Context: an optimization exercise on an open-source flow, tuned for small area, a short achievable clock period and few clock cycles. The choices shown serve that exercise and are no tape-out recipe. The RTL was checked by simulation tests, not by an equivalence proof against the original design. Power is estimated from default activity; no workload was simulated.

## JK
## dash_vm
module dash_vm (
    input  wire        clk,
    input  wire        rst,           
    input  wire        start,
    input  wire [15:0] prog_len,
    output wire [15:0] prog_addr,
    input  wire [31:0] prog_data,
    input  wire [15:0] pool_len,
    output wire [15:0] pool_addr,
    input  wire [31:0] pool_data,
    output reg  [1:0]  status,
    output wire [2:0]  result_tag,
    output wire [23:0] result_data,
    output reg  [3:0]  fault_kind,
    output reg  [23:0] fault_pc
);
Settings: LEC_CHECK=0, CAP_MARGIN=20, CELL_PAD_IN_SITES_DETAIL_PLACEMENT=1, CORE_MARGIN=2, CORE_UTILIZATION=25, GPL_ROUTABILITY_DRIVEN=1, GPL_TIMING_DRIVEN=1, PLACE_DENSITY=0.4, SETUP_SLACK_MARGIN=5, SLEW_MARGIN=20; clock period 12.0 ns.
run.sh (not shown) runs the stock make flow with config.mk's settings and CLKGATE_MAP_FILE= SYNTH_SCRIPT=/design/flow/synth_recipe.tcl, a recipe that flattens the netlist after the stock synthesis.
Testbench counts of JK, summed over its fixed seeds: cycles 33,857.
The inputs of MS differ from those of JK as listed below.
--- a/flow/design.v
+++ b/flow/design.v
@@ -257,19 +257,16 @@
         begin
             pclr_en <= 1'b1;
             pa      <= pc[15:0] + 16'd2 + ci[15:0];
             state   <= S_MF;
         end
     endtask
     task next_case;
         begin
-            case_vars <= 32'd0;
-            bm        <= 32'd0;
-            bmu       <= 32'd0;
             ci    <= ci + 24'd1;
             cs    <= q + 16'd1;
             pa    <= pc[15:0] + 16'd2 + ci[15:0];
             state <= S_MC_D;
             if (last_case) fault(F_NOMATCH);
         end
     endtask
     task call_upd;
@@ -299,17 +296,17 @@
                 fault(F_SOVF);
             end
         end
     endtask
     always @(posedge clk) begin
         vclr = {FRAMES*32{1'b0}};
         if (pclr_en) vclr[{fp, 5'd0} +: 32] = pclr;
         pclr_en <= 1'b0;
-        pclr    <= (tried & ~bm_n) | bmu_n;
+        pclr    <= (state == S_MC_D) ? tried : (tried & ~bm_n) | bmu_n;
         flt  = 1'b0;
         fk   = 4'd0;
         wq_en <= 1'b0;
         hq_en <= 1'b0;
         if (rst) begin
             status     <= ST_IDLE;
             fault_kind <= 4'd0;
             fault_pc   <= 24'd0;
@@ -492,35 +489,34 @@
                     ret_pc[fpn]  <= pc1;
                     ret_reg[fpn] <= fa;
                     jump_rd(clo_pc);
                 end
             end
             S_MB: begin
                 vhit  <= vc_hit;
                 pa    <= pc[15:0] + 16'd1;   
-                q     <= vc_hit ? vc_tbl + 16'd1 : rpay[15:0];
+                q     <= rpay[15:0];
                 ka    <= rpay[15:0];
                 state <= S_MH_G;
                 if (!rok) fault(F_UNDEF);
                 else if (rtag != T_NUM) fault(F_TAG);
                 else if (rpay[23]) fault(F_IOR);
                 else if (rpay >= {8'd0, klen}) fault(F_IOR);
             end
             S_MH_G: begin
                 sroot <= pool_data;
                 ka    <= q + 16'd1;
                 state <= S_MH_D;
                 if (vhit) begin
-                    cs        <= q;
+                    q         <= vc_tbl + 16'd1;
+                    ka        <= vc_tbl + 16'd2;
+                    cs        <= vc_tbl + 16'd1;
                     ci        <= 24'd0;
                     tried     <= 32'd0;
-                    case_vars <= 32'd0;
-                    bm        <= 32'd0;
-                    bmu       <= 32'd0;
                     usec      <= 1'b1;
                     state     <= S_MC_D;
                 end
             end
             S_MH_D: begin
                 ncases   <= ppay;
                 cs       <= q + 16'd1;
                 q        <= q + 16'd1;
@@ -548,30 +544,30 @@
                 end else begin
                     vc_ok  <= 1'b1;
                     vc_tbl <= cs - 16'd1;
                     vc_fc  <= fc;
                     q     <= cs;
                     ka    <= cs + 16'd1;
                     ci    <= 24'd0;
                     tried <= 32'd0;
-                    case_vars <= 32'd0;
-                    bm    <= 32'd0;
-                    bmu   <= 32'd0;
                     usec  <= 1'b1;
                     state <= S_MC_D;
                 end
                 if (q >= klen) fault(F_IOR);
                 else if (pk == K_MHDR || (pk == K_MVAR && root) ||
                          !(pscalar || pdhdr || pk == K_MVAR)) fault(F_TYPE);
                 else if (item_last && last_case &&
                          (bad_bind || (pk == K_MVAR && ({19'd0, fc} + {1'b0, ppay} > 25'd31))))
                     fault(F_IOR);
             end
             S_MC_D: begin
+                case_vars <= 32'd0;
+                bm        <= 32'd0;
+                bmu       <= 32'd0;
                 usec  <= 1'b0;
                 if (rscalar) begin
                     if (smatch) begin
                         finish;
                     end else begin
                         q  <= q + 16'd1;
                         ka <= q + 16'd2;
                         next_case;
==> results.txt <==
MS: PASS, flow complete, no timing, DRC or antenna violations. Compared with JK, MS shows a lower critical path buffer and inverter count. MS vs JK — transition time at the pin with the least slew margin dropped 0.061 ns. Looking at JK and MS, the row count is a wash. Between MS and JK, the final non-filler cell area does not differ in any meaningful way. Comparing JK and MS, placeable core region is lower on JK. The clock power in MS sits about 2% below the value recorded for JK. Between MS and JK, it is MS whose worst-case reg-to-reg path depth is lower, by 3. Max area of the die across JK and MS: MS.
Testbench counts of MS, summed over its fixed seeds: cycles 33,857.

==> what the ideal ports hide <==
The results above use ideal ports. As a check the final layouts listed here were re-extracted and re-timed, cells and wires unchanged. Step 1: set_driving_cell puts a clkbuf_16 on clk and a buf_2 on each other input, an assumption about the parent block. Step 2 also shifts input and output timing later by t, the mid clock arrival at the registers, as if the neighbouring blocks saw the same clock. Three values: ideal ports, drivers, drivers and shift; two values: the first two.
run	shift t [ns]	slack for setup (ns)	latest minus earliest clock arrival (ns)
JK	1.300	4.521 / 4.521 / 3.739	0.166 / 0.166
MS	1.282	4.369 / 4.369 / 4.025	0.134 / 0.134
After both steps setup and hold are still met in every run listed. For JK, which loses most, drivers alone change the setup slack by 0.000 ns; drivers and shift together by -0.782 ns.
